From an optimization exercise on the open Yosys and OpenROAD flow, aimed at small area, a short achievable clock period and few clock cycles per item; shortcuts taken in it are not production practice.
Where RTL was checked, it was by simulation tests only, not by an equivalence proof against the original.
For runs 2 and 3, only the layout was checked, not whether the RTL still works.

**flow/run.sh**
```bash
#!/bin/bash
# synth_recipe.tcl (not shown) runs the flow's synth.tcl, then flattens the netlist and writes it again
# the make line also repeats each setting of config.mk as NAME=value (left out here)
make -C /OpenROAD-flow-scripts/flow DESIGN_CONFIG=/design/flow/config.mk WORK_HOME=/design/flow/orfs CLKGATE_MAP_FILE= SYNTH_SCRIPT=/design/flow/synth_recipe.tcl finish
```
**flow/config.mk**
```make
export PLATFORM = sky130hd
export DESIGN_NAME = jacobi_unit
export DESIGN_NICKNAME = jacobi_unit
export VERILOG_FILES = /design/flow/design.v
export SDC_FILE = /design/flow/constraint.sdc
export NUM_CORES = 4
export LEC_CHECK = 0
export CAP_MARGIN = 20
export CORE_MARGIN = 2
export CORE_UTILIZATION = 40
export SLEW_MARGIN = 20
```
**flow/constraint.sdc**
```tcl
create_clock -name core_clock -period 10.0 [get_ports {clk}]
set_input_delay 2.0000 -clock core_clock [delete_from_list [all_inputs] [get_ports {clk}]]
set_output_delay 2.0000 -clock core_clock [all_outputs]
set_load 0.01 [all_outputs]
```
**flow/design.v**
```verilog
module jacobi_unit #(
    parameter integer W = 128,
    parameter integer K = 3       
) (
    input  wire         clk,
    input  wire         rst,      
    input  wire         start,
    input  wire [W-1:0] a,
    input  wire [W-1:0] n,
    output wire         ready,
    output reg          done,
    output reg          fault,
    output reg  [1:0]   j
);
    reg         busy;
    reg         bad_q;    
    reg [W-1:0] a_q;
    reg [W-1:0] n_q;
    reg         neg_q;    
    wire a_zero = (a_q == {W{1'b0}});
    wire a_one  = (a_q == {{(W-1){1'b0}}, 1'b1});
    wire a_eqn  = (a_q == n_q);
    wire fin    = bad_q || a_zero || a_one || a_eqn;
    assign ready = !busy || fin;
    wire accept = ready && start;
    reg [2:0] se;
    integer i;
    always @* begin
        se = K;
        for (i = K - 1; i >= 1; i = i - 1)
            if (a_q[i]) se = i;
    end
    wire [W:0]   d_full = {1'b0, a_q} - {1'b0, n_q};
    wire         borrow = d_full[W];
    wire [W-1:0] d      = d_full[W-1:0];
    reg  [2:0]   sd;
    always @* begin
        sd = K;
        for (i = K; i >= 1; i = i - 1)
            if (d[i]) sd = i;
    end
    wire         big = (d[K:1] == {K{1'b0}});
    wire         odd = a_q[0];
    wire [2:0]   sh  = odd ? sd : se;
    wire [W-1:0] x   = odd ? (d ^ {W{borrow}}) : a_q;
    wire [W-1:0] xs  = x >> sh;
    wire [W-1:0] v   = {xs[W-1:1], xs[0] | (odd & borrow)};
    wire         swap_only = odd && borrow && big;
    wire         swap      = odd && borrow;
    wire [2:0]   m8     = swap ? a_q[2:0] : n_q[2:0];
    wire         m8_35  = (m8 == 3'd3) || (m8 == 3'd5);
    wire         recip  = (a_q[1:0] == 2'd3) && (n_q[1:0] == 2'd3);
    wire         flip   = (swap && recip) ^ (!swap_only && sh[0] && m8_35);
    wire         bad_in = !n[0] || (n[W-1:1] == {(W-1){1'b0}});
    always @(posedge clk) begin
        if (rst) begin
            busy  <= 1'b0;
            done  <= 1'b0;
            fault <= 1'b0;
            j     <= 2'b00;
        end else begin
            done <= busy && fin;
            if (busy && fin) begin
                fault <= bad_q;
                j     <= (!bad_q && a_one) ? (neg_q ? 2'b11 : 2'b01) : 2'b00;
            end
            if (accept) begin
                busy  <= 1'b1;
                bad_q <= bad_in;
                a_q   <= a;
                n_q   <= n;
                neg_q <= 1'b0;
            end else if (busy && fin) begin
                busy  <= 1'b0;
            end else if (busy) begin
                a_q   <= swap_only ? n_q : v;
                if (swap) n_q <= a_q;
                neg_q <= neg_q ^ flip;
            end
        end
    end
endmodule
```
==> impl_metrics.json, run 1 <==
{
  "skew_ns": 0.02237,
  "fin_util_pct": 46.19,
  "clk_pin_slew_ns": 0.06,
  "grt_setup_unrepaired": "false",
  "post-cts-setup-buffer-count": 0,
  "core_sq_um": 68590,
  "synth_fa_ha_area_share_pct": 5.907,
  "io_buffers": 263,
  "hold_slack_ns": 0.5002,
  "syn-num-nets": 4047,
  "setup_viol": 0,
  "drive_gt1_share_pct": 3.970,
  "dieWidth_um": 267.0,
  "outcome": "timing/DRC/antenna clean",
  "gr-total-overflow": 0,
  "first_pass_iters": 6,
  "grt_max_degree": 176,
  "io_pins": 264,
  "dp_hpwl_um": 88940,
  "ys_top_cells_by_count": "666 x nand2_1, 395 x nor2_1, 384 x a21oi_1, 258 x edfxtp_1, 209 x o21ai_0",
  "clock.fmax_mhz": 146.7,
  "synth_top_family_by_area": "compound AO/OA/AOI/OAI gates",
  "synth_most_common_cell": "nand2_1",
  "num_vias": 29306,
  "cts-root-buf": "clkbuf_16",
  "path_class": "reg2out",
  "die_area_sq_um": 71270,
  "grtUsageTotal_pct": 32.65,
  "synthArstFlopShare_pct": 0,
  "drc": 0,
  "fin_cells": 4685,
  "ys_ff_latch": 263,
  "path_cells": "ha_1 > nand4_2 > nor4_4 > nand3_1 > or2_1 > o41ai_1 > or3b_1 > clkdlybuf4s50_1",
  "dp.cells": 4627,
  "cpMaxStageDelayCell": "o41ai_1",
  "ys_seq_area_share_pct": 28.37,
  "ff2ff_setup_slack_ns": 3.95,
  "drt_iter0_drc": 3895,
  "synthCells": 3658,
  "cp_top_family": "simple AND/OR/NAND/NOR gates",
  "first_global_vias": 27838,
  "finalWirelength_um": 119200,
  "crit_path_start_kind": "register",
  "timing.final.crit_share_pct": 68.14,
  "antenna_found_initial": 4,
  "worstPathMaxFanout": 9,
  "cts_buffer_depth": 3,
  "nNetsFinal": 4121,
  "cts_tree": "built",
  "endpoint_kind": "output pin",
  "die_h_um": 267.0,
  "yosysWarningCount": 1,
  "tightestPinTransition_ns": 1.208,
  "synth_area_sq_um": 27660,
  "wl_per_cell_um": 25.45,
  "ys.flop_type": "edfxtp_1",
  "avgSynthCellArea_sq_um": 7.562,
  "synth_top_area_share_pct": 28.01,
  "clkSinkCount": 263,
  "hold_viol": 0,
  "cts-buffers-inserted": 34,
  "synth_cell_type_count": 94,
  "required_ns": 8.00,
  "clk_latency_ns": 0.57,
  "crit_arrival_ns": 4.81,
  "post_drt_via_cell_ratio": 6.255,
  "yosys.area.top_type": "edfxtp_1",
  "slew_violations": 0,
  "area_delta_synth_final_pct": 14.52,
  "drv_cap": 0,
  "holdBufCountCts": 0,
  "fp-row-count": 96,
  "min-delay-path-class": "reg2reg",
  "max-slew-margin-rel_pct": 18.41,
  "tns_ns": 0,
  "grt_pass1_wl_um": 176500,
  "synth_edf_count": 258,
  "gp_congestion": 1.029,
  "synth_simple_gate_area_share_pct": 22.70,
  "initial_utilization_pct": 40.33,
  "synth_mux_area_share_pct": 1.855,
  "synth.area.top_cells": "edfxtp_1 28%, nand2_1 9.0%, a21oi_1 6.9%",
  "critical_path.max_stage_delay_ns": 0.87,
  "cts_max_level": 2,
  "ant_nets": 0,
  "synth_compound_area_share_pct": 26.16,
  "cts_resized": 0,
  "nFillCells": 7053,
  "synthXorXnorAreaFrac_pct": 8.214,
  "critPathBufInv": 1,
  "min_period_ns": 6.814
}
[metrics by stage]
stage          worst slack, ns  instance area [sq um]
6_report                 3.186                  31680
5_1_grt                  3.172                  31680
4_1_cts                  3.333                  31670
3_5_place_dp             3.949                  30600
3_3_place_gp             4.062                  30600
2_1_floorplan           0.5288                  27670
[state kept, by name, indices dropped and copies added (netlist names)]
signal / count
a_q: 128
n_q: 128
j: 2
bad_q: 1
busy: 1
done: 1
fault: 1
neg_q: 1
[layout make-up]
cell class	count	area, sq um	area share [%]
diodes	1	2.502	0.007899
clock buffers	47	973.4	3.073
clock inverters	10	100.1	0.3160
inverters	171	641.9	2.026
multi-input cells	2970	18050	56.97
flip-flops and latches	263	7848	24.77
well taps	931	1165	3.677
repair buffers	292	2900	9.155
[cell families after synthesis]
kind of cell             Yosys count
adder cells (fa/ha/maj)          130
AO/OA/AOI/OAI                   1126
AND/OR/NAND/NOR                 1423
XOR/XNOR                         241
multiplexers                      50
flip-flops                       263
buffers and inverters            425
[path summary, 6_finish.rpt]
check / depth (start not counted) / start / endpoint
setup reg to reg: 14 / a_q[93]$_DFFE_PP_ / a_q[117]$_DFFE_PP_
setup / recovery: 8 / a_q[93]$_DFFE_PP_ / ready
hold / removal: 2 / fault$_SDFFE_PP0P_ / fault$_SDFFE_PP0P_
hold reg to reg: 2 / fault$_SDFFE_PP0P_ / fault$_SDFFE_PP0P_
[cell usage in the layout, fill, tap and decap left out, drive strengths merged, types with 10 or more instances in the layout]
cell type	n
a31oi	67
mux2	10
a221oi	73
a21o	41
o32a	16
a221o	12
a211oi	19
o22a	22
or2	15
nor3	46
o21ai	230
o221ai	26
nor4	86
o21bai	31
a21oi	387
nand4	108
and2	14
nand2b	16
o21a	20
inv	171
clkbuf	47
clkdlybuf4s50	263
a21boi	16
mux2i	40
buf	29
nor2	396
a22oi	36
xor2	30
ha	129
xnor2	202
o211ai	23
nand3	38
nand2	666
o31ai	18
edfxtp	258
o22ai	13
[worst reg2reg max path, delay by kind of cell (launching register included)]
kind | cells | cell delay [ns]
AOI/OAI and AO/OA | 5 | 1.32
adders and majority gates | 1 | 0.52
buffers and inverters | 1 | 0.95
DFF | 1 | 0.49
and+or+nand+nor | 7 | 2.63
[layer usage]
metal	track usage, %	part of all wire (%)	wire (um)
met5	0	0	0
met4	11.71	3.8	4474
met3	7.501	11	13150
met2	48.31	42	49990
met1	46.24	43	51620
Testbench counts, summed over its fixed seeds: cycles 110,419, items 1,024.
==> inputs of run 2 (changes only) <==
==> flow/design.v (replaced) <==
module jacobi_unit #(
    parameter integer W = 128
) (
    input  wire         clk,
    input  wire         rst,      
    input  wire         start,
    input  wire [W-1:0] a,
    input  wire [W-1:0] n,
    output wire         ready,
    output reg          done,
    output reg          fault,
    output reg  [1:0]   j
);
    reg         busy;
    reg [W-1:0] a_q;
    reg [W-1:0] n_q;
    reg         neg_q;    
    assign ready = !busy;
    wire         a_zero = (a_q == {W{1'b0}});
    wire         n_one  = (n_q == {{(W-1){1'b0}}, 1'b1});
    wire         a_ge_n = (a_q >= n_q);
    wire [W-1:0] a_sub  = a_q - n_q;
    wire [W-1:0] n_sub  = n_q - a_q;
    wire         flip_half = (n_q[2:0] == 3'd3) || (n_q[2:0] == 3'd5);
    wire         flip_swap = (a_q[1:0] == 2'd3) && (n_q[1:0] == 2'd3);
    always @(posedge clk) begin
        if (rst) begin
            busy  <= 1'b0;
            done  <= 1'b0;
            fault <= 1'b0;
            j     <= 2'b00;
        end else begin
            done <= 1'b0;
            if (!busy) begin
                if (start) begin
                    if (!n[0] || n < 3) begin
                        fault <= 1'b1;
                        j     <= 2'b00;
                        done  <= 1'b1;
                    end else begin
                        fault <= 1'b0;
                        a_q   <= a;
                        n_q   <= n;
                        neg_q <= 1'b0;
                        busy  <= 1'b1;
                    end
                end
            end else if (a_zero) begin
                busy <= 1'b0;
                done <= 1'b1;
                j    <= !n_one ? 2'b00 : (neg_q ? 2'b11 : 2'b01);
            end else if (!a_q[0]) begin
                a_q <= a_q >> 1;
                if (flip_half) neg_q <= !neg_q;
            end else if (a_ge_n) begin
                a_q <= a_sub;
            end else begin
                a_q <= n_sub;
                n_q <= a_q;
                if (flip_swap) neg_q <= !neg_q;
            end
        end
    end
endmodule
==> run 2 against run 1 <==
  * Critical path depth grew 6
  * First-iteration DRC count grew 2.0%
  * Count of clock-buffer cells in the layout shrank 9
  * Largest cell class unchanged
  * Global-route usage grew 3.7 points
  * Non-clock buffer count grew 1
  * Flip-flop and latch count shrank 1
  * Via count grew 12%
  * Cell count grew 8.3%
  * Critical path type is now reg2reg
  * Core utilization shrank 0.33 points
==> impl_metrics.json, run 2 <==
{
  "outcome": "timing/DRC/antenna clean",
  "skew_ns": 0.01869,
  "worstPathMaxFanout": 61,
  "layout_common_cells": "544 x a21oi_1, 363 x inv_1, 338 x o21ai_0",
  "die_h_um": 280.6,
  "fin_area_sq_um": 34770,
  "slew_violations": 0,
  "min_period_ns": 6.543,
  "synth_most_common_cell": "a21oi_1",
  "highest_layer": "met5",
  "grt_setup_unrepaired": "false",
  "cts_buffer_depth": 3,
  "wl_met1_um": 64920,
  "first_global_vias": 30658,
  "core_sq_um": 75820,
  "cts-root-buf": "clkbuf_16",
  "initial_utilization_pct": 40.37,
  "avgSynthCellArea_sq_um": 7.711,
  "top_regs": "a_q x128, n_q x128, j x2",
  "dp.cells": 5020,
  "cts_tree": "built",
  "synthArstFlopShare_pct": 0,
  "path_class": "reg2reg",
  "drc": 0,
  "ys.flop_type": "edfxtp_1",
  "grt_pass1_wl_um": 211300,
  "num_vias": 32930,
  "die_area_sq_um": 78760,
  "crit_arrival_ns": 6.79,
  "syn-num-nets": 4486,
  "timing.final.crit_share_pct": 65.43,
  "finalWirelength_um": 148100,
  "synth_cell_type_count": 85,
  "drt_iter0_drc": 3972,
  "post-cts-setup-buffer-count": 0,
  "dieWidth_um": 280.6,
  "grt_max_degree": 162,
  "clock.fmax_mhz": 152.8,
  "synthCells": 3970,
  "cts_resized": 0,
  "crit_path_start_kind": "register",
  "yosys.area.top_type": "edfxtp_1",
  "holdBufCountCts": 0,
  "clkSinkCount": 262,
  "gp_congestion": 1.104,
  "drv_cap": 0,
  "cts_max_level": 1,
  "synth.area.top_cells": "edfxtp_1 25%, ha_1 10%, a21oi_1 8.9%",
  "setup_viol": 0,
  "endpoint_kind": "register",
  "antenna_found_initial": 12,
  "synth_area_sq_um": 30610,
  "hold_viol": 0,
  "cts-buffers-inserted": 30,
  "final_common_cell": "a21oi_1",
  "fin_cells": 5075,
  "synth_top_area_share_pct": 25.21,
  "clk_latency_ns": 0.63,
  "post_drt_via_cell_ratio": 6.489,
  "gr-total-overflow": 0,
  "grtUsageTotal_pct": 36.40,
  "ys_ff_latch": 262,
  "ant_nets": 0,
  "drive_gt1_share_pct": 5.890,
  "io_pins": 264,
  "tns_ns": 0,
  "clk_pin_slew_ns": 0.06,
  "max-slew-margin-rel_pct": 14.92,
  "yosysWarningCount": 1,
  "tightestPinTransition_ns": 1.265,
  "fp-row-count": 101,
  "nNetsFinal": 4590,
  "dp_hpwl_um": 122400,
  "path_cells": "inv_1 > ha_1 > fa_1 > and3b_1 > or2_1 > a31oi_1 > o221a_2 > o22ai_2 > a21oi_1 > o21a_4 > a21oi_1 > nor2_4 > buf_4 > buf_4",
  "io_buffers": 263,
  "placed_cell_area_sq_um": 33820,
  "hold_slack_ns": 0.4932,
  "first_pass_iters": 6,
  "met2_length_um": 60910,
  "area_delta_synth_final_pct": 13.59,
  "wl_per_cell_um": 29.18,
  "ys_seq_area_share_pct": 25.54,
  "synth_edf_count": 257,
  "ys_top_cells_by_count": "544 x a21oi_1, 365 x inv_1, 338 x o21ai_0, 313 x nand2_1, 309 x nor2_1",
  "required_ns": 10.24,
  "critical_path.max_stage_delay_ns": 0.78,
  "dr_wl_met3_um": 15480,
  "cpMaxStageDelayCell": "buf_4",
  "min-delay-path-class": "reg2reg"
}
run 2: cell count changes in the layout (fill, tap and decap cells not counted), sizes merged, moves of 86 or more:
cell,before,now
nand2,666,313
inv,171,365
a21oi,387,544
ha,129,255
xnor2,202,80
a21o,41,156
o21ai,230,342
mux2,10,117
nor2,396,310
run 2: routing by layer:
metal	up-vias	track usage (%)
met5	-	0
met4	10	14.01
met3	273	7.969
met2	1805	53.19
met1	15979	51.89
li1	14863	-
run 2: per-stage QoR:
| step | utilization, % | setup slack [ns] |
|---|---|---|
| after floorplan | - | 0.7219 |
| after global placement | 44.53 | 2.642 |
| after detailed placement | 44.61 | 3.405 |
| after CTS | 45.85 | 3.560 |
| after global routing | 45.85 | 3.148 |
| final | 45.86 | 3.457 |
run 2: final cells by class:
type	instances	area (sq um)
multi-input combinational	3122	20530
sequential	262	7821
fill	7793	41050
inverter	365	1380
clock inverter	12	137.6
timing repair buffer	293	2870
clock buffer	38	802.0
tap	978	1224
antenna	5	12.51
run 2: kinds of logic after synthesis:
kind of cell / share of synthesized area (%)
multiplexers: 5.624
XOR/XNOR: 3.118
AO/OA/AOI/OAI: 30.34
flip-flops: 25.54
buffers and inverters: 7.688
adder cells (fa/ha/maj): 10.55
AND/OR/NAND/NOR: 17.14
run 2: critical path, delay by kind of cell (launching register included):
family	cells	cell delay (ns)
fa+ha+maj	2	0.56
buf+inv	3	2.03
compound gates	6	2.20
flops	1	0.43
simple gates	3	0.75
run 2: final timing paths:
path | start | slack, ns | end | cells after the start
worst min register to register | fault$_SDFFE_PP0P_ | 0.49 | fault$_SDFFE_PP0P_ | 2
worst max register to register | a_q[0]$_DFFE_PP_ | 3.46 | n_q[62]$_DFFE_PP_ | 14
worst max-delay path | a_q[0]$_DFFE_PP_ | 3.46 | n_q[62]$_DFFE_PP_ | 14
worst min-delay path | fault$_SDFFE_PP0P_ | 0.49 | fault$_SDFFE_PP0P_ | 2
==> inputs of run 3 (changes only) <==
==> flow/design.v (replaced) <==
module jacobi_unit #(
    parameter integer W = 128,
    parameter integer K = 3       
) (
    input  wire         clk,
    input  wire         rst,      
    input  wire         start,
    input  wire [W-1:0] a,
    input  wire [W-1:0] n,
    output reg          ready,
    output reg          done,
    output reg          fault,
    output reg  [1:0]   j
);
    reg         run;      
    reg [W:0]   x_q;      
    reg [W-1:0] n_q;
    reg         neg_q;    
    wire accept = ready && start;
    wire x_zero = (x_q == {(W+1){1'b0}});
    wire x_one = (x_q == {{W{1'b0}}, 1'b1});
    wire fin   = x_zero || x_one;
    wire         odd = x_q[0];
    wire [W:0]   d   = x_q - {1'b0, n_q & {W{odd}}};
    wire         dneg = d[W];
    reg  [2:0]   s;
    integer i;
    always @* begin
        s = K;
        for (i = K; i >= 1; i = i - 1)
            if (d[i]) s = i;
    end
    wire         big = (d[K:1] == {K{1'b0}});
    wire         inv = dneg && !big;
    wire [W:0]   ds = $signed(d) >>> s;
    wire [W:0]   v  = {ds[W:1] ^ {W{inv}}, ds[0] | inv};
    wire         swap = odd && dneg;
    wire [2:0]   m8    = swap ? x_q[2:0] : n_q[2:0];
    wire         m8_35 = (m8 == 3'd3) || (m8 == 3'd5);
    wire         recip = (x_q[1:0] == 2'd3) && (n_q[1:0] == 2'd3);
    wire         flip  = (swap && recip) ^ (s[0] && m8_35);
    wire         bad_in  = !n[0] || (n[W-1:1] == {(W-1){1'b0}});
    wire         a_hi0   = (a[W-1:1] == {(W-1){1'b0}});
    wire         fin_in  = bad_in || a_hi0;        
    always @(posedge clk) begin
        if (rst) begin
            run   <= 1'b0;
            ready <= 1'b1;
            done  <= 1'b0;
            fault <= 1'b0;
            j     <= 2'b00;
        end else begin
            done <= 1'b0;
            if (accept) begin
                x_q   <= {1'b0, a};
                n_q   <= n;
                neg_q <= 1'b0;
                run   <= !fin_in;
                ready <= fin_in;
                if (fin_in) begin
                    done  <= 1'b1;
                    fault <= bad_in;
                    j     <= (!bad_in && a[0]) ? 2'b01 : 2'b00;
                end
            end else if (run) begin
                x_q   <= v;
                if (swap) n_q <= x_q[W-1:0];
                neg_q <= neg_q ^ flip;
                if (fin) begin
                    run   <= 1'b0;
                    ready <= 1'b1;
                    done  <= 1'b1;
                    fault <= 1'b0;
                    j     <= x_one ? (neg_q ? 2'b11 : 2'b01) : 2'b00;
                end
            end
        end
    end
endmodule
==> run 3 against run 2 <==
  * Still clean on timing, DRC and antenna
  * Non-clock buffer count is 8 higher
  * Design area is 13% lower
  * Hold slack worse by 0.019 ns
  * Clock skew is 0.043 ns higher
  * Critical path type unchanged
==> impl_metrics.json, run 3 <==
{
  "ff2ff_path_depth": 16,
  "top_register": "x_q",
  "initial_utilization_pct": 40.27,
  "placed_cell_area_sq_um": 29050,
  "drv_cap": 0,
  "post-cts-setup-buffer-count": 0,
  "first_global_vias": 25842,
  "setup_viol": 0,
  "grt_setup_unrepaired": "false",
  "final_common_cell": "nand2_1",
  "fp-row-count": 93,
  "holdBufCountCts": 0,
  "cts_max_level": 1,
  "synth_top_area_share_pct": 30.00,
  "slew_violations": 0,
  "gp_congestion": 1.008,
  "path_class": "reg2reg",
  "clk_pin_slew_ns": 0.06,
  "area_delta_synth_final_pct": 16.51,
  "yosys.area.top_type": "edfxtp_1",
  "cts-root-buf": "clkbuf_16",
  "cts-buffers-inserted": 31,
  "die_h_um": 258.1,
  "cts_buffer_depth": 3,
  "grt_max_degree": 193,
  "dp_hpwl_um": 89180,
  "synth_most_common_cell": "nand2_1",
  "synthCells": 3398,
  "cpMaxStageDelayCell": "buf_4",
  "io_buffers": 263,
  "synth_cell_type_count": 108,
  "antenna_found_initial": 3,
  "clock.fmax_mhz": 157.7,
  "crit_arrival_ns": 6.57,
  "max-slew-margin-rel_pct": 13.26,
  "yosysWarningCount": 1,
  "cts_resized": 0,
  "fin_cells": 4412,
  "drt_iter0_drc": 3244,
  "dieWidth_um": 258.1,
  "hold_slack_ns": 0.4741,
  "min_period_ns": 6.341,
  "first_pass_iters": 6,
  "gr-total-overflow": 0,
  "synth_area_sq_um": 25820,
  "nNetsFinal": 3917,
  "hold_viol": 0,
  "finalWirelength_um": 113500,
  "rr_startpoint": "x_q[0]$_DFFE_PP_",
  "whs_path_depth": 2,
  "fin_util_pct": 46.92,
  "endpoint_kind": "register",
  "nFillCells": 6527,
  "drive_gt1_share_pct": 4.529,
  "ff2ff_setup_slack_ns": 3.66,
  "die_area_sq_um": 66610,
  "tightestPinTransition_ns": 1.285,
  "wl_per_cell_um": 25.74,
  "avgSynthCellArea_sq_um": 7.599,
  "fin_area_sq_um": 30090,
  "synth_edf_count": 258,
  "io_pins": 264,
  "ys_seq_area_share_pct": 30.47,
  "post_drt_via_cell_ratio": 6.209,
  "post-place-ws_ns": 3.838,
  "timing.final.crit_share_pct": 63.41,
  "drc": 0,
  "r2r-end": "n_q[96]$_DFFE_PP_",
  "path_cells": "buf_4 > buf_4 > nand2_1 > ha_1 > nand2_1 > o21ai_0 > a21o_1 > a221o_1 > a21oi_1 > o311a_1 > a21boi_0 > o211ai_1 > nand4_1 > a21boi_4 > buf_4 > buf_4",
  "holdPathEnd": "j[1]$_SDFFE_PP0P_",
  "cts_tree": "built",
  "clkSinkCount": 264,
  "grt_pass1_wl_um": 168100,
  "core_sq_um": 64120,
  "required_ns": 10.23,
  "dp.cells": 4352,
  "ys_ff_latch": 264,
  "largest_reg_flops": 129,
  "worstPathMaxFanout": 51,
  "synthArstFlopShare_pct": 0,
  "ys_top_cells_by_count": "877 x nand2_1, 270 x a21oi_1, 258 x edfxtp_1, 243 x nor2_1, 232 x o21ai_0",
  "crit_path_start_kind": "register",
  "tns_ns": 0,
  "skew_ns": 0.06124,
  "synth.area.top_cells": "edfxtp_1 30%, nand2_1 13%, ha_1 6.2%",
  "ant_nets": 0,
  "setup_slack_ns": 3.659,
  "outcome": "timing/DRC/antenna clean",
  "top_regs": "x_q x129, n_q x128, j x2",
  "clk_latency_ns": 0.65,
  "min_from": "j[1]$_SDFFE_PP0P_",
  "cp_common_cell": "buf_4",
  "crit_start": "x_q[0]$_DFFE_PP_",
  "layout_common_cells": "877 x nand2_1, 270 x a21oi_1, 263 x clkdlybuf4s50_1",
  "min-delay-path-class": "reg2reg",
  "ys.flop_type": "edfxtp_1",
  "num_vias": 27392,
  "grtUsageTotal_pct": 33.16,
  "syn-num-nets": 3785,
  "critical_path.max_stage_delay_ns": 0.68
}
## run 3: cell types whose count changed in the layout (fill, tap and decap cells not counted), moves of 106 or more
cell / previous run / this run
inv_1: 363 / 44
ha_1: 255 / 127
a21oi_1: 544 / 270
nand2_1: 313 / 877
mux2_2: 116 / 6
o21ai_0: 338 / 232
## run 3: routing by layer
metal	part of all wire [%]	track usage [%]
met1	44	46.99
met3	8.0	5.281
met2	44	51.55
met5	0.033	0
met4	3.7	10.66
## run 3: logic make-up after synthesis
group,synth area share (%)
AND/OR/NAND/NOR,27.41
AO/OA/AOI/OAI,24.34
flip-flops,30.47
buffers and inverters,4.123
XOR/XNOR,5.761
adder cells (fa/ha/maj),6.231
multiplexers,1.657
other,0.01452
## run 3: worst max-delay path by stage
stage | end | slack, ns | cells after the start
floorplan | n_q[0]$_DFFE_PP_ | -4.71 | 7
global placement | n_q[114]$_DFFE_PP_ | 3.97 | 16
detailed placement | n_q[114]$_DFFE_PP_ | 3.84 | 16
CTS | n_q[96]$_DFFE_PP_ | 3.77 | 16
global route | n_q[96]$_DFFE_PP_ | 3.31 | 16
finish | n_q[96]$_DFFE_PP_ | 3.66 | 16
## run 3: layout make-up
| cell class | count | area (sq um) | area share, % |
|---|---|---|---|
| diodes | 2 | 5.005 | 0.01664 |
| clock buffers | 36 | 794.5 | 2.641 |
| clock inverters | 22 | 225.2 | 0.7486 |
| inverters | 45 | 168.9 | 0.5614 |
| multi-input cells | 2887 | 17010 | 56.54 |
| flip-flops and latches | 264 | 7868 | 26.15 |
| well taps | 855 | 1070 | 3.556 |
| repair buffers | 301 | 2943 | 9.782 |
## run 3: critical path, delay by kind of cell, from the launching register on
kind	cells	cell delay [ns]
AO/OA/AOI/OAI	8	2.29
buffers and inverters	4	2.14
AND/OR/NAND/NOR	3	0.56
adder cells (fa/ha/maj)	1	0.37
flip-flops	1	0.35
==> inputs of run 4 (changes only) <==
--- a/flow/design.v
+++ b/flow/design.v
@@ -34,3 +34,4 @@
     wire         inv = dneg && !big;
-    wire [W:0]   ds = $signed(d) >>> s;
+    wire [W+K:0] dx = {{K{dneg}}, d} >> s;     
+    wire [W:0]   ds = dx[W:0];
     wire [W:0]   v  = {ds[W:1] ^ {W{inv}}, ds[0] | inv};
@@ -45,2 +46,6 @@
     always @(posedge clk) begin
+        x_q   <= accept ? {1'b0, a} : v;
+        neg_q <= accept ? 1'b0 : (neg_q ^ flip);
+    end
+    always @(posedge clk) begin
         if (rst) begin
@@ -54,5 +59,3 @@
             if (accept) begin
-                x_q   <= {1'b0, a};
                 n_q   <= n;
-                neg_q <= 1'b0;
                 run   <= !fin_in;
@@ -65,5 +68,3 @@
             end else if (run) begin
-                x_q   <= v;
                 if (swap) n_q <= x_q[W-1:0];
-                neg_q <= neg_q ^ flip;
                 if (fin) begin
--- a/flow/config.mk
+++ b/flow/config.mk
@@ -10,2 +10,3 @@
 export CORE_UTILIZATION = 40
+export SETUP_SLACK_MARGIN = 5
 export SLEW_MARGIN = 20
==> run 4 against run 3 <==
  * Still clean
  * Global-route usage rose by 1.9 points
  * Count of clock-buffer cells in the layout rose by 11
  * Via count rose by 3.2%
  * Sequential share of layout area fell by 4.3 points
==> impl_metrics.json, run 4 <==
{
  "outcome": "timing/DRC/antenna clean",
  "synth_edf_count": 128,
  "hold_viol": 0,
  "clock.fmax_mhz": 200.5,
  "synth_cell_type_count": 95,
  "clk_latency_ns": 0.58,
  "crit_arrival_ns": 5.40,
  "ys_ff_latch": 264,
  "synth_area_sq_um": 25190,
  "grt_setup_unrepaired": "true",
  "cts_max_level": 2,
  "dieWidth_um": 255.0,
  "drv_cap": 0,
  "max-slew-margin-rel_pct": 16.38,
  "grt_max_degree": 162,
  "core_sq_um": 61940,
  "avgSynthCellArea_sq_um": 7.064,
  "finalWirelength_um": 117600,
  "timing.final.crit_share_pct": 49.89,
  "post-place-ws_ns": 3.593,
  "layout_common_cells": "881 x nand2_1, 328 x a21oi_1, 263 x clkdlybuf4s50_1",
  "cts_buffer_depth": 3,
  "clk_pin_slew_ns": 0.06,
  "fp-row-count": 91,
  "synth_most_common_cell": "nand2_1",
  "tns_ns": 0,
  "final_common_cell": "nand2_1",
  "clkSinkCount": 264,
  "cts-root-buf": "clkbuf_16",
  "holdBufCountCts": 0,
  "top_register": "x_q",
  "gr-total-overflow": 0,
  "yosys.area.top_type": "edfxtp_1",
  "io_pins": 264,
  "first_pass_iters": 6,
  "area_delta_synth_final_pct": 19.61,
  "gp_congestion": 1.009,
  "ant_nets": 0,
  "cts_tree": "built",
  "io_buffers": 263,
  "synth_top_area_share_pct": 15.26,
  "path_class": "in2reg",
  "slew_violations": 0,
  "largest_reg_flops": 129,
  "cts-buffers-inserted": 34,
  "die_area_sq_um": 65000,
  "antenna_found_initial": 2,
  "post_drt_via_cell_ratio": 6.218,
  "drc": 0,
  "required_ns": 10.42,
  "num_vias": 28266,
  "crit_path_start_kind": "primary input",
  "ys_top_cells_by_count": "886 x nand2_1, 338 x a21oi_1, 253 x nor2_1, 235 x o21ai_0, 166 x clkbuf_1",
  "worstPathMaxFanout": 4,
  "drt_iter0_drc": 3168,
  "first_global_vias": 25642,
  "synthCells": 3566,
  "setup_slack_ns": 5.011,
  "initial_utilization_pct": 40.67,
  "setup_viol": 0,
  "ys_seq_area_share_pct": 26.07,
  "endpoint_kind": "register",
  "top_regs": "x_q x129, n_q x128, j x2",
  "skew_ns": 0.03567,
  "nNetsFinal": 4069,
  "ys.flop_type": "dfxtp_1",
  "synthArstFlopShare_pct": 0,
  "min-delay-path-class": "reg2reg",
  "min_period_ns": 4.989,
  "yosysWarningCount": 1,
  "drive_gt1_share_pct": 6.419,
  "grtUsageTotal_pct": 35.05,
  "nFillCells": 6438,
  "ff2ff_setup_slack_ns": 5.11,
  "hold_slack_ns": 0.4695,
  "synth.area.top_cells": "edfxtp_1 15%, nand2_1 13%, dfxtp_1 11%",
  "tightestPinTransition_ns": 1.243,
  "dp_hpwl_um": 91050,
  "syn-num-nets": 3953,
  "grt_pass1_wl_um": 170000,
  "wl_per_cell_um": 25.87,
  "die_h_um": 255.0
}
==> run 4: final timing paths <==
| kind | to | from | cells after the start |
|---|---|---|---|
| setup / recovery | fault$_SDFFE_PP0P_ | a[92] | 9 |
| hold / removal | j[1]$_SDFFE_PP0P_ | j[1]$_SDFFE_PP0P_ | 2 |
| setup reg to reg | n_q[88]$_DFFE_PP_ | x_q[0]$_DFF_P_ | 16 |
| hold reg to reg | j[1]$_SDFFE_PP0P_ | j[1]$_SDFFE_PP0P_ | 2 |
==> run 4: layout make-up <==
| type | count | area (sq um) | share of cell area [%] |
|---|---|---|---|
| multi-input cells | 3021 | 18050 | 59.90 |
| well taps | 837 | 1047 | 3.476 |
| inverters | 50 | 187.7 | 0.6229 |
| diodes | 1 | 2.502 | 0.008305 |
| flip-flops and latches | 264 | 6570 | 21.80 |
| repair buffers | 311 | 3183 | 10.56 |
| clock inverters | 15 | 172.7 | 0.5730 |
| clock buffers | 47 | 919.6 | 3.052 |
==> run 4: metrics by stage <==
stage                     utilization [%]  instances  area [sq um]
after floorplan                         -       3566         25560
after global placement              45.91       4460         28430
after detailed placement            45.92       4460         28440
after CTS                           48.06       4528         29770
after global routing                48.64       4545         30130
final                               48.65       4546         30130
==> run 4: cells by family (layout without fill, tap and decap cells) <==
group | Yosys count | count (layout) | share of synthesized area [%]
muxes | 42 | 42 | 1.738
xor gates and xnor gates | 199 | 199 | 6.993
and+or+nand+nor | 1654 | 1655 | 29.43
AOI/OAI and AO/OA | 996 | 996 | 24.81
other | 1 | 2 | 0.01489
DFF | 264 | 264 | 26.07
adders and majority gates | 128 | 128 | 6.387
buffers and inverters | 282 | 423 | 4.554
==> run 4: critical path, cell delays in order <==
cell and delay, ns:
clkdlybuf4s50_1 0.45, nor4_2 0.92, nand4_1 0.47, nor4_2 0.66, a21boi_0 0.28, nor2_1 0.30
inv_1 0.11, a21oi_1 0.15, nor2_1 0.05
==> run 4: metal layers <==
metal | vias to the layer above | part of all wire (%) | global-route usage (%)
met5 | - | 0 | 0
met1 | 13553 | 45 | 52.00
met4 | 0 | 2.8 | 9.290
met2 | 1357 | 42 | 52.18
met3 | 169 | 9.8 | 5.715
li1 | 13187 | - | -
==> run 4: repair_timing <==
action                     4_1_cts  5_1_grt
pin swaps                        2       10
gates cloned                     3        2
setup endpoints to repair      258      188
setup buffers                    3       15
resized for setup               33       48
Testbench counts of run 4, summed over its fixed seeds: cycles 105,506, items 1,024.
==> inputs of run 5 (changes only) <==
--- a/flow/design.v
+++ b/flow/design.v
@@ -2,3 +2,3 @@
     parameter integer W = 128,
-    parameter integer K = 3       
+    parameter integer K = 4       
 ) (
@@ -23,4 +23,7 @@
     wire         odd = x_q[0];
-    wire [W:0]   d   = x_q - {1'b0, n_q & {W{odd}}};
-    wire         dneg = d[W];
+    wire [W:0]   d;
+    wire         dneg;
+    jacobi_sub #(.N(W + 1)) u_sub (
+        .x(x_q), .y({1'b0, n_q & {W{odd}}}), .d(d), .neg(dneg)
+    );
     reg  [2:0]   s;
@@ -80 +83,32 @@
 endmodule
+module jacobi_sub #(
+    parameter integer N = 129
+) (
+    input  wire [N-1:0] x,
+    input  wire [N-1:0] y,
+    output wire [N-1:0] d,
+    output wire         neg
+);
+    reg [N:0] g, p;
+    integer i, l;
+    always @* begin
+        g[0] = 1'b1;
+        p[0] = 1'b0;
+        for (i = 0; i < N; i = i + 1) begin
+            g[i + 1] = x[i] & ~y[i];
+            p[i + 1] = x[i] ^ ~y[i];
+        end
+        for (l = 1; l <= N; l = l * 2)
+            for (i = 2 * l - 1; i <= N; i = i + 2 * l) begin
+                g[i] = g[i] | (p[i] & g[i - l]);
+                p[i] = p[i] & p[i - l];
+            end
+        for (l = 1024; l >= 1; l = l / 2)    
+            for (i = 3 * l - 1; i <= N; i = i + 2 * l) begin
+                g[i] = g[i] | (p[i] & g[i - l]);
+                p[i] = p[i] & p[i - l];
+            end
+    end
+    assign d   = x ^ ~y ^ g[N-1:0];
+    assign neg = d[N-1];
+endmodule
--- a/flow/config.mk
+++ b/flow/config.mk
@@ -9,3 +9,3 @@
 export CORE_MARGIN = 2
-export CORE_UTILIZATION = 40
+export CORE_UTILIZATION = 60
 export SETUP_SLACK_MARGIN = 5
==> run 5 against run 4 <==
  * Non-clock buffer count increased by 40
  * Fmax decreased by 0.92%
  * Register-to-register slack got worse by 0.15 ns
==> impl_metrics.json, run 5 <==
{
  "holdBufCountCts": 0,
  "clk_pin_slew_ns": 0.06,
  "top_regs": "x_q x129, n_q x128, j x2",
  "synthXorXnorAreaFrac_pct": 8.029,
  "yosys.area.top_type": "edfxtp_1",
  "antenna_found_initial": 2,
  "cts_buffer_depth": 3,
  "drt_iter0_drc": 2536,
  "nNetsFinal": 3436,
  "drv_cap": 0,
  "synth_top_family_by_area": "simple AND/OR/NAND/NOR gates",
  "final_common_cell": "nand2_1",
  "met2_usage_pct": 64.72,
  "required_ns": 10.43,
  "synthCells": 2754,
  "grtUsageTotal_pct": 39.80,
  "synth_cell_type_count": 57,
  "min-delay-path-class": "reg2reg",
  "ff2ff_path_depth": 21,
  "gr-total-overflow": 0,
  "dieWidth_um": 192.2,
  "synth_fa_ha_area_share_pct": 13.44,
  "grt_max_degree": 230,
  "busiest_layer": "met2",
  "setup_viol": 0,
  "initial_utilization_pct": 61.23,
  "wl_per_cell_um": 23.19,
  "first_global_vias": 20746,
  "synth_most_common_cell": "nand2_1",
  "cts-buffers-inserted": 30,
  "ys_ff_latch": 264,
  "hold_slack_ns": 0.4720,
  "synth_edf_count": 128,
  "cts_tree": "built",
  "synth_mux_area_share_pct": 3.149,
  "largest_reg_flops": 129,
  "clkSinkCount": 264,
  "synth_compound_area_share_pct": 17.17,
  "skew_ns": 0.01458,
  "drc": 0,
  "ys_seq_area_share_pct": 30.89,
  "met3_usage_pct": 7.802,
  "fp-row-count": 68,
  "slew_violations": 0,
  "num_vias": 22411,
  "clk_latency_ns": 0.59,
  "io_pins": 264,
  "syn-num-nets": 3203,
  "timing.final.crit_share_pct": 50.35,
  "outcome": "timing/DRC/antenna clean",
  "max-slew-margin-rel_pct": 18.80,
  "first_pass_iters": 7,
  "tightestPinTransition_ns": 1.208,
  "crit_arrival_ns": 5.46,
  "io_buffers": 263,
  "endpoint_kind": "register",
  "synth.area.top_cells": "edfxtp_1 18%, dfxtp_1 13%, nand2_1 13%",
  "drive_gt1_share_pct": 9.930,
  "post_drt_via_cell_ratio": 6.462,
  "grt_use_met1_pct": 49.31,
  "die_area_sq_um": 36950,
  "clock.fmax_mhz": 198.6,
  "avgSynthCellArea_sq_um": 7.718,
  "nFillCells": 2504,
  "finalWirelength_um": 80440,
  "tns_ns": 0,
  "area_delta_synth_final_pct": 26.73,
  "min_period_ns": 5.035,
  "synth_top_area_share_pct": 18.08,
  "die_h_um": 192.2,
  "worstPathMaxFanout": 9,
  "dp_hpwl_um": 52710,
  "top_register": "x_q",
  "cts_max_level": 1,
  "hold_viol": 0,
  "cts-root-buf": "clkbuf_16",
  "synthArstFlopShare_pct": 0,
  "whs_path_depth": 2,
  "layout_common_cells": "702 x nand2_1, 263 x clkdlybuf4s50_1, 253 x nor2_1",
  "ant_nets": 0,
  "ys.flop_type": "dfxtp_1",
  "grt_setup_unrepaired": "true",
  "ys_top_cells_by_count": "713 x nand2_1, 256 x nor2_1, 235 x a21oi_1, 224 x o21ai_0, 147 x xnor2_1",
  "gp_congestion": 0.9567,
  "core_sq_um": 34710,
  "grt_pass1_wl_um": 113300,
  "crit_path_start_kind": "register",
  "yosysWarningCount": 2,
  "synth_area_sq_um": 21260,
  "path_class": "reg2reg",
  "synth_simple_gate_area_share_pct": 23.15
}
[run 5: worst max-delay path, stage by stage (launching register included)]
cell and delay [ns]:
dfxtp_4 0.45, buf_12 0.19, buf_16 0.18, nand2_1 0.08, ha_1 0.37, nand4_1 0.15, or2_4 0.29, nand3b_1 0.30
nor2_1 0.22, nor3_1 0.08, o21a_4 0.16, inv_2 0.10, a21oi_4 0.10, o31ai_4 0.38, a211oi_2 0.16, fa_1 0.50
xnor2_2 0.19, o21ai_0 0.26, a21oi_1 0.11, o21ai_0 0.34, xnor2_1 0.17, a21oi_1 0.08
[run 5: layout make-up]
type | instances | area (sq um) | area share, %
antenna | 2 | 5.005 | 0.01858
timing repair buffer | 351 | 3731 | 13.85
sequential | 264 | 6570 | 24.39
multi-input combinational | 2272 | 14780 | 54.87
tap | 455 | 569.3 | 2.113
clock inverter | 4 | 46.29 | 0.1719
clock buffer | 52 | 975.9 | 3.623
inverter | 68 | 260.3 | 0.9661
[run 5: stage by stage]
stage	std cells	setup WS, ns	area, sq um	utilization (%)
6_report	3468	4.965	26940	77.60
5_1_grt	3466	4.809	26930	77.58
4_1_cts	3413	4.994	25810	74.35
3_5_place_dp	3337	3.170	24280	69.95
3_3_place_gp	3337	3.388	24280	69.95
2_1_floorplan	2754	3.995	21520	-
[run 5: cells by family after synthesis]
family                     Yosys count
other                                1
adders and majority gates          190
buffers and inverters              223
DFF                                264
and+or+nand+nor                   1178
xor gates and xnor gates           194
AOI/OAI and AO/OA                  638
muxes                               66
[run 5: worst paths after layout]
kind,startpoint,end,slack (ns)
max reg2reg,x_q[0]$_DFF_P_,x_q[90]$_DFF_P_,4.96
min,fault$_SDFFE_PP0P_,fault$_SDFFE_PP0P_,0.47
min reg2reg,fault$_SDFFE_PP0P_,fault$_SDFFE_PP0P_,0.47
max,x_q[0]$_DFF_P_,x_q[90]$_DFF_P_,4.96
[run 5: what timing repair did]
item,in CTS,in global routing
pin swaps,13,60
setup buffers,14,37
hold endpoints to repair,0,0
gates resized for setup,36,117
cloned,6,16
endpoints found under the setup margin,257,239
[run 5: routing by layer]
layer	part of all wire (%)	wire (um)
met5	0.016	13
met4	8.0	6442
met3	13	10180
met2	44	35440
met1	35	28360
Testbench counts of run 5, summed over its fixed seeds: cycles 98,671, items 1,024.
==> inputs of run 6 (changes only) <==
--- a/flow/design.v
+++ b/flow/design.v
@@ -2,3 +2,3 @@
     parameter integer W = 128,
-    parameter integer K = 4       
+    parameter integer K = 5       
 ) (
@@ -9,3 +9,3 @@
     input  wire [W-1:0] n,
-    output reg          ready,
+    output wire         ready,
     output reg          done,
@@ -15,2 +15,3 @@
     reg         run;      
+    reg         bad_q;    
     reg [W:0]   x_q;      
@@ -18,6 +19,7 @@
     reg         neg_q;    
+    wire x_zero = (x_q == {(W+1){1'b0}});
+    wire x_one  = (x_q == {{W{1'b0}}, 1'b1});
+    wire fin    = bad_q || x_zero || x_one;
+    assign ready = !run || fin;
     wire accept = ready && start;
-    wire x_zero = (x_q == {(W+1){1'b0}});
-    wire x_one = (x_q == {{W{1'b0}}, 1'b1});
-    wire fin   = x_zero || x_one;
     wire         odd = x_q[0];
@@ -45,5 +47,3 @@
     wire         flip  = (swap && recip) ^ (s[0] && m8_35);
-    wire         bad_in  = !n[0] || (n[W-1:1] == {(W-1){1'b0}});
-    wire         a_hi0   = (a[W-1:1] == {(W-1){1'b0}});
-    wire         fin_in  = bad_in || a_hi0;        
+    wire         bad_in = !n[0] || (n[W-1:1] == {(W-1){1'b0}});
     always @(posedge clk) begin
@@ -55,3 +55,2 @@
             run   <= 1'b0;
-            ready <= 1'b1;
             done  <= 1'b0;
@@ -60,21 +59,15 @@
         end else begin
-            done <= 1'b0;
+            done <= run && fin;
+            if (run && fin) begin
+                fault <= bad_q;
+                j     <= (!bad_q && x_one) ? (neg_q ? 2'b11 : 2'b01) : 2'b00;
+            end
             if (accept) begin
+                run   <= 1'b1;
+                bad_q <= bad_in;
                 n_q   <= n;
-                run   <= !fin_in;
-                ready <= fin_in;
-                if (fin_in) begin
-                    done  <= 1'b1;
-                    fault <= bad_in;
-                    j     <= (!bad_in && a[0]) ? 2'b01 : 2'b00;
-                end
-            end else if (run) begin
-                if (swap) n_q <= x_q[W-1:0];
-                if (fin) begin
-                    run   <= 1'b0;
-                    ready <= 1'b1;
-                    done  <= 1'b1;
-                    fault <= 1'b0;
-                    j     <= x_one ? (neg_q ? 2'b11 : 2'b01) : 2'b00;
-                end
+            end else if (run && fin) begin
+                run   <= 1'b0;
+            end else if (run && swap) begin
+                n_q   <= x_q[W-1:0];
             end
==> run 6 against run 5 <==
  * Still clean on timing, DRC and antenna
  * Via count down 2.3%
  * Critical path depth rose by 2
  * Flip-flop and latch count unchanged
  * Critical path type unchanged
==> impl_metrics.json, run 6 <==
{
  "hold_viol": 0,
  "min_period_ns": 5.294,
  "setup_viol": 0,
  "first_global_vias": 19396,
  "final_common_cell": "nand2_1",
  "clk_pin_slew_ns": 0.06,
  "first_pass_iters": 8,
  "synth_top_area_share_pct": 18.49,
  "nNetsFinal": 3370,
  "top_regs": "x_q x129, n_q x128, j x2",
  "drt_iter0_drc": 2936,
  "synth_cell_type_count": 59,
  "tns_ns": 0,
  "wl_per_cell_um": 23.44,
  "drc": 0,
  "crit_end": "n_q[85]$_DFFE_PP_",
  "num_vias": 21887,
  "timing.final.crit_share_pct": 52.94,
  "fp-row-count": 68,
  "ys_top_cells_by_count": "632 x nand2_1, 310 x a21oi_1, 242 x nor2_1, 161 x o21ai_0, 135 x dfxtp_1",
  "rr_startpoint": "x_q[0]$_DFF_P_",
  "die_area_sq_um": 36420,
  "cts_tree": "built",
  "syn-num-nets": 3104,
  "post_drt_via_cell_ratio": 6.437,
  "die_h_um": 190.8,
  "synth_edf_count": 129,
  "endpoint_kind": "register",
  "clkSinkCount": 264,
  "crit_path_start_kind": "register",
  "top_register": "x_q",
  "outcome": "timing/DRC/antenna clean",
  "worstPathMaxFanout": 16,
  "ys_seq_area_share_pct": 31.40,
  "dieWidth_um": 190.8,
  "ff2ff_setup_slack_ns": 4.71,
  "holdBufCountCts": 0,
  "cts-buffers-inserted": 31,
  "yosysWarningCount": 2,
  "crit_start": "x_q[0]$_DFF_P_",
  "synthArstFlopShare_pct": 0,
  "min-delay-path-class": "reg2reg",
  "cts_max_level": 1,
  "io_pins": 264,
  "grt_setup_unrepaired": "true",
  "finalWirelength_um": 79680,
  "drive_gt1_share_pct": 14.30,
  "yosys.area.top_type": "edfxtp_1",
  "avgSynthCellArea_sq_um": 7.889,
  "cts-root-buf": "clkbuf_16",
  "ys.flop_type": "dfxtp_1",
  "clk_latency_ns": 0.61,
  "initial_utilization_pct": 60.78,
  "clock.fmax_mhz": 188.9,
  "r2r-end": "n_q[85]$_DFFE_PP_",
  "layout_common_cells": "612 x nand2_1, 277 x a21oi_1, 262 x clkdlybuf4s50_1",
  "required_ns": 10.31,
  "path_class": "reg2reg",
  "grt_pass1_wl_um": 104400,
  "dp_hpwl_um": 45730,
  "slew_violations": 0,
  "crit_arrival_ns": 5.60,
  "max-slew-margin-rel_pct": 19.16,
  "area_delta_synth_final_pct": 34.37,
  "synthCells": 2655,
  "grt_max_degree": 233,
  "ff2ff_path_depth": 23,
  "largest_reg_flops": 129,
  "fin_util_pct": 81.68,
  "ant_nets": 0,
  "ys_ff_latch": 264,
  "grtUsageTotal_pct": 36.43,
  "synth.area.top_cells": "edfxtp_1 18%, dfxtp_1 13%, nand2_1 11%",
  "antenna_found_initial": 1,
  "drv_cap": 0,
  "gr-total-overflow": 0,
  "tightestPinTransition_ns": 1.213,
  "cts_buffer_depth": 3,
  "core_sq_um": 34460,
  "io_buffers": 263,
  "skew_ns": 0.02785,
  "num_antenna_cells": 0,
  "gp_congestion": 0.9388,
  "synth_area_sq_um": 20950,
  "synth_most_common_cell": "nand2_1"
}
run 6: changes by cell type in the layout (fill, tap and decap cells not counted), moves of 15 or more:
cell / change
a211oi_1: +43
a21oi_1: +67
nand2_1: -90
o211ai_1: -29
and2_1: +39
o21ai_0: -74
ha_1: -15
xnor2_1: -58
xnor2_2: +20
xor2_1: +23
nor4_1: -49
run 6: through the flow:
step                std cells  cell area [sq um]  hold slack (ns)  setup WS [ns]
finish                   3400              28140           0.5036          4.706
global route             3400              28140           0.5682          4.544
CTS                      3308              25840           0.5008          4.913
detailed placement       3226              24030           0.4914          3.339
global placement         3226              24030           0.4782          3.601
floorplan                2655              21360           0.4799          2.670
run 6: worst min path at each step:
stage | slack [ns] | from | depth (start not counted) | endpoint
2_1_floorplan | 0.48 | run$_SDFFE_PP0P_ | 2 | done$_SDFF_PP0_
3_3_place_gp | 0.48 | fault$_SDFFE_PP0P_ | 2 | fault$_SDFFE_PP0P_
3_5_place_dp | 0.49 | fault$_SDFFE_PP0P_ | 2 | fault$_SDFFE_PP0P_
4_1_cts | 0.50 | fault$_SDFFE_PP0P_ | 2 | fault$_SDFFE_PP0P_
5_1_grt | 0.57 | fault$_SDFFE_PP0P_ | 2 | fault$_SDFFE_PP0P_
6_report | 0.50 | fault$_SDFFE_PP0P_ | 2 | fault$_SDFFE_PP0P_
run 6: cell type report:
type	instances	area, sq um
clock buffers	41	843.3
clock inverters	16	200.2
fillers	2238	6314
inverters	63	236.5
multi-input cells	2174	15280
flip-flops and latches	264	6580
well taps	455	569.3
repair buffers	387	4432
run 6: what timing repair did:
item | CTS | global route
gates cloned | 6 | 36
resized for setup | 66 | 224
pin swaps | 18 | 111
buffers inserted | 19 | 56
endpoints found under the setup margin | 258 | 253
run 6: cells by family after synthesis:
logic type | synth area share, %
XOR/XNOR | 8.196
buffers and inverters | 4.206
AO/OA/AOI/OAI | 18.06
AND/OR/NAND/NOR | 21.68
flip-flops | 31.40
adder cells (fa/ha/maj) | 13.64
other | 0.01790
multiplexers | 2.790
run 6: critical path, cell delays in order (launching register included):
cell	delay [ns]
dfxtp_4	0.44
buf_12	0.17
buf_16	0.15
nand2_4	0.06
ha_4	0.28
o211ai_1	0.17
nor4_4	0.22
o2111ai_2	0.20
nand2_2	0.17
a41oi_4	0.20
o31ai_4	0.37
a31oi_4	0.20
buf_6	0.20
o31ai_4	0.27
buf_4	0.17
nand3_2	0.07
a21oi_2	0.18
fa_2	0.28
xnor2_4	0.17
nand2_4	0.11
a211oi_4	0.27
buf_6	0.18
buf_12	0.18
clkbuf_16	0.24
run 6: per-layer routing:
metal / vias up / share of wire, % / track usage [%]
li1: 9726 / - / -
met1: 10234 / 38 / 50.86
met2: 1536 / 43 / 56.98
met3: 391 / 13 / 6.183
met4: 0 / 6.8 / 12.91
met5: - / 0 / 0
Testbench counts of run 6, summed over its fixed seeds: cycles 94,553, items 1,024.
==> inputs of run 7 (changes only) <==
==> flow/flow/run.sh (new file) <==
#!/bin/bash
set -euo pipefail
PORTS="BUFFER_PORTS_ARGS=-buffer_cell sky130_fd_sc_hd__buf_1"
bash standard.sh "$PORTS" cts > make_cts.log 2>&1
bash standard.sh "$PORTS" SETUP_SLACK_MARGIN=0 finish > make_finish.log 2>&1
==> flow/standard.sh (new file) <==
#!/bin/bash
# synth_recipe.tcl (not shown) runs the flow's synth.tcl, then flattens the netlist and writes it again
# the make line also repeats each setting of config.mk as NAME=value (left out here)
make -C /OpenROAD-flow-scripts/flow DESIGN_CONFIG=/design/flow/config.mk WORK_HOME=/design/flow/orfs CLKGATE_MAP_FILE= SYNTH_SCRIPT=/design/flow/synth_recipe.tcl "${@:-finish}"
--- a/flow/config.mk
+++ b/flow/config.mk
@@ -10,2 +10,4 @@
 export CORE_UTILIZATION = 60
+export CTS_CLUSTER_DIAMETER = 80
+export CTS_CLUSTER_SIZE = 35
 export SETUP_SLACK_MARGIN = 5
removed: flow/run.sh
==> run 7 against run 6 <==
  * Still clean on timing, DRC and antenna
  * Hold slack gained 0.024 ns
  * Cell count shrank 3.5%
  * Sequential share of layout area grew 4.4 points
  * Flip-flop and latch count is the same
  * Core utilization shrank 13 points
  * Clock skew shrank 0.0062 ns
==> impl_metrics.json, run 7 <==
{
  "setup_viol": 0,
  "ff2ff_setup_slack_ns": 4.89,
  "synth_top_area_share_pct": 18.49,
  "grt_setup_unrepaired": "false",
  "max-slew-margin-rel_pct": 24.85,
  "tns_ns": 0,
  "crit_arrival_ns": 5.49,
  "worstPathMaxFanout": 20,
  "path_cells": "buf_12 > buf_16 > nand2_1 > ha_1 > a21o_1 > a21o_1 > a21o_1 > a221oi_1 > o21ai_1 > a221o_1 > a31oi_4 > buf_4 > nor2_1 > or2_1 > a31oi_2 > fa_1 > xnor2_2 > nor2_1 > a21oi_2 > nor2_1 > a211oi_1 > a21oi_1 > xnor2_1 > o21ai_0",
  "synthCells": 2655,
  "nFillCells": 3031,
  "drv_cap": 0,
  "crit_start": "x_q[0]$_DFF_P_",
  "fin_util_pct": 68.69,
  "post_drt_via_cell_ratio": 6.050,
  "top_regs": "x_q x129, n_q x128, j x2",
  "gr-total-overflow": 0,
  "crit_end": "x_q[104]$_DFF_P_",
  "area_delta_synth_final_pct": 13.00,
  "first_global_vias": 18724,
  "fp-row-count": 68,
  "ys_ff_latch": 264,
  "grt_pass1_wl_um": 101400,
  "io_buffers": 263,
  "path_class": "reg2reg",
  "wl_per_cell_um": 19.63,
  "cts_tree": "built",
  "timing.final.crit_share_pct": 51.07,
  "core_sq_um": 34460,
  "die_area_sq_um": 36420,
  "top_register": "x_q",
  "synth_most_common_cell": "nand2_1",
  "cts_max_level": 1,
  "antenna_found_initial": 2,
  "yosysWarningCount": 2,
  "clk_latency_ns": 0.54,
  "drive_gt1_share_pct": 5.803,
  "layout_common_cells": "619 x nand2_1, 303 x a21oi_1, 263 x buf_1",
  "ys_seq_area_share_pct": 31.40,
  "nNetsFinal": 3263,
  "tightestPinTransition_ns": 1.117,
  "dp_hpwl_um": 45380,
  "ys.flop_type": "dfxtp_1",
  "first_pass_iters": 6,
  "endpoint_kind": "register",
  "clock.fmax_mhz": 195.8,
  "drt_iter0_drc": 1759,
  "clkSinkCount": 264,
  "grtUsageTotal_pct": 35.36,
  "outcome": "timing/DRC/antenna clean",
  "synth_edf_count": 129,
  "min_period_ns": 5.107,
  "num_antenna_cells": 0,
  "placed_cell_area_sq_um": 22390,
  "r2r-end": "x_q[104]$_DFF_P_",
  "yosys.area.top_type": "edfxtp_1",
  "synth_area_sq_um": 20950,
  "cts-root-buf": "clkbuf_16",
  "required_ns": 10.38,
  "min-delay-path-class": "reg2reg",
  "clk_pin_slew_ns": 0.09,
  "initial_utilization_pct": 60.78,
  "grt_max_degree": 233,
  "largest_reg_flops": 129,
  "hold_slack_ns": 0.5274,
  "finalWirelength_um": 64390,
  "synth_cell_type_count": 59,
  "synthArstFlopShare_pct": 0,
  "skew_ns": 0.02162,
  "num_vias": 19849,
  "gp_congestion": 0.9541,
  "ys_top_cells_by_count": "632 x nand2_1, 310 x a21oi_1, 242 x nor2_1, 161 x o21ai_0, 135 x dfxtp_1",
  "io_pins": 264,
  "rr_startpoint": "x_q[0]$_DFF_P_",
  "synth.area.top_cells": "edfxtp_1 18%, dfxtp_1 13%, nand2_1 11%",
  "cts-buffers-inserted": 19,
  "slew_violations": 0,
  "holdBufCountCts": 0,
  "ant_nets": 0,
  "cpMaxStageDelayCell": "dfxtp_4",
  "critical_path.max_stage_delay_ns": 0.41,
  "final_common_cell": "nand2_1",
  "hold_viol": 0,
  "avgSynthCellArea_sq_um": 7.889,
  "fin_area_sq_um": 23670,
  "dieWidth_um": 190.8,
  "ff2ff_path_depth": 24,
  "drc": 0,
  "cts_buffer_depth": 3,
  "crit_path_start_kind": "register",
  "die_h_um": 190.8,
  "syn-num-nets": 3104
}
[run 7: cell counts after synthesis]
Identical to the previous run, type by type.
[run 7: routing by layer]
layer	wire [um]	track usage [%]
met1	28390	51.53
met3	5834	4.729
met4	2258	11.99
met2	27900	53.99
met5	15	0
[run 7: cells by family (layout without fill, tap and decap cells)]
kind of cell    Yosys count  count (layout)  share of synthesized area, %
simple gates           1072            1072                         21.68
compound gates          651             651                         18.06
flops                   264             264                         31.40
buf+inv                 223             394                         4.206
xor+xnor                196             196                         8.196
fa+ha+maj               190             190                         13.64
mux                      58              58                         2.790
other cells               1               1                       0.01790
[run 7: critical path: cells and delay by family (launching register included)]
family / cells / cell delay [ns]
XOR/XNOR: 2 / 0.31
AO/OA/AOI/OAI: 12 / 2.60
AND/OR/NAND/NOR: 5 / 0.56
adder cells (fa/ha/maj): 2 / 0.48
buffers and inverters: 3 / 0.57
flip-flops: 1 / 0.41
[run 7: timing repair]
action,CTS,global route
buffers inserted,16,0
resized for setup,59,0
endpoints found under the setup margin,258,0
[run 7: worst min-delay path by stage]
stage,startpoint,endpoint,cells after the start
3_5_place_dp,j[1]$_SDFFE_PP0P_,j[1]$_SDFFE_PP0P_,2
5_1_grt,fault$_SDFFE_PP0P_,fault$_SDFFE_PP0P_,2
4_1_cts,j[1]$_SDFFE_PP0P_,j[1]$_SDFFE_PP0P_,2
6_report,j[1]$_SDFFE_PP0P_,j[1]$_SDFFE_PP0P_,2
3_3_place_gp,fault$_SDFFE_PP0P_,fault$_SDFFE_PP0P_,2
2_1_floorplan,run$_SDFFE_PP0P_,done$_SDFF_PP0_,2
[run 7: area by class of cell]
cell class | instances | area [sq um] | share of cell area [%]
sequential | 264 | 6580 | 27.80
multi-input combinational | 2168 | 14120 | 59.64
clock buffer | 22 | 496.7 | 2.099
tap | 455 | 569.3 | 2.405
inverter | 63 | 236.5 | 0.9992
timing repair buffer | 298 | 1534 | 6.481
clock inverter | 11 | 135.1 | 0.5709
[run 7: per-stage QoR]
step / cells / setup WS [ns]
floorplan: 2655 / 2.670
global placement: 3226 / 4.003
detailed placement: 3226 / 3.889
CTS: 3280 / 5.010
global route: 3281 / 4.563
finish: 3281 / 4.893

static timing again, ports no longer ideal:
The results above use ideal ports. As a check the final layouts listed here were re-extracted and re-timed, cells and wires unchanged. Step 1, drivers: a clkbuf_16 drives clk and a buf_2 each remaining input, both assumed. Step 2 adds t to the input delays and takes it off the output delays; t is the mean of the earliest and latest rising clock arrival at the registers after step 1. Input paths then give back, and output paths get back, about the clock's delay inside the block. a / b / c = ideal ports / drivers / drivers and shift; a / b = the first two.
| run | t, ns | setup WS [ns] | worst setup path after step 2 | pins driven straight from the clock port |
|---|---|---|---|---|
| run 1 | 0.617 | 3.186 / 3.126 / 3.743 | register to output | 1 |
| run 2 | 0.683 | 3.457 / 3.457 / 3.298 | input to register | 1 |
| run 3 | 0.685 | 3.659 / 3.659 / 3.659 | register to register | 1 |
| run 4 | 0.629 | 5.011 / 5.050 / 4.421 | input to register | 1 |
| run 5 | 0.641 | 4.965 / 4.965 / 4.507 | input to register | 1 |
| run 6 | 0.656 | 4.706 / 4.706 / 4.706 | register to register | 1 |
| run 7 | 0.585 | 4.893 / 4.875 / 4.893 | register to register | 1 |
After both steps setup and hold are still met in every run listed. The setup slack of run 4, which loses most, moves by +0.039 ns with the drivers and by -0.590 ns with both steps.
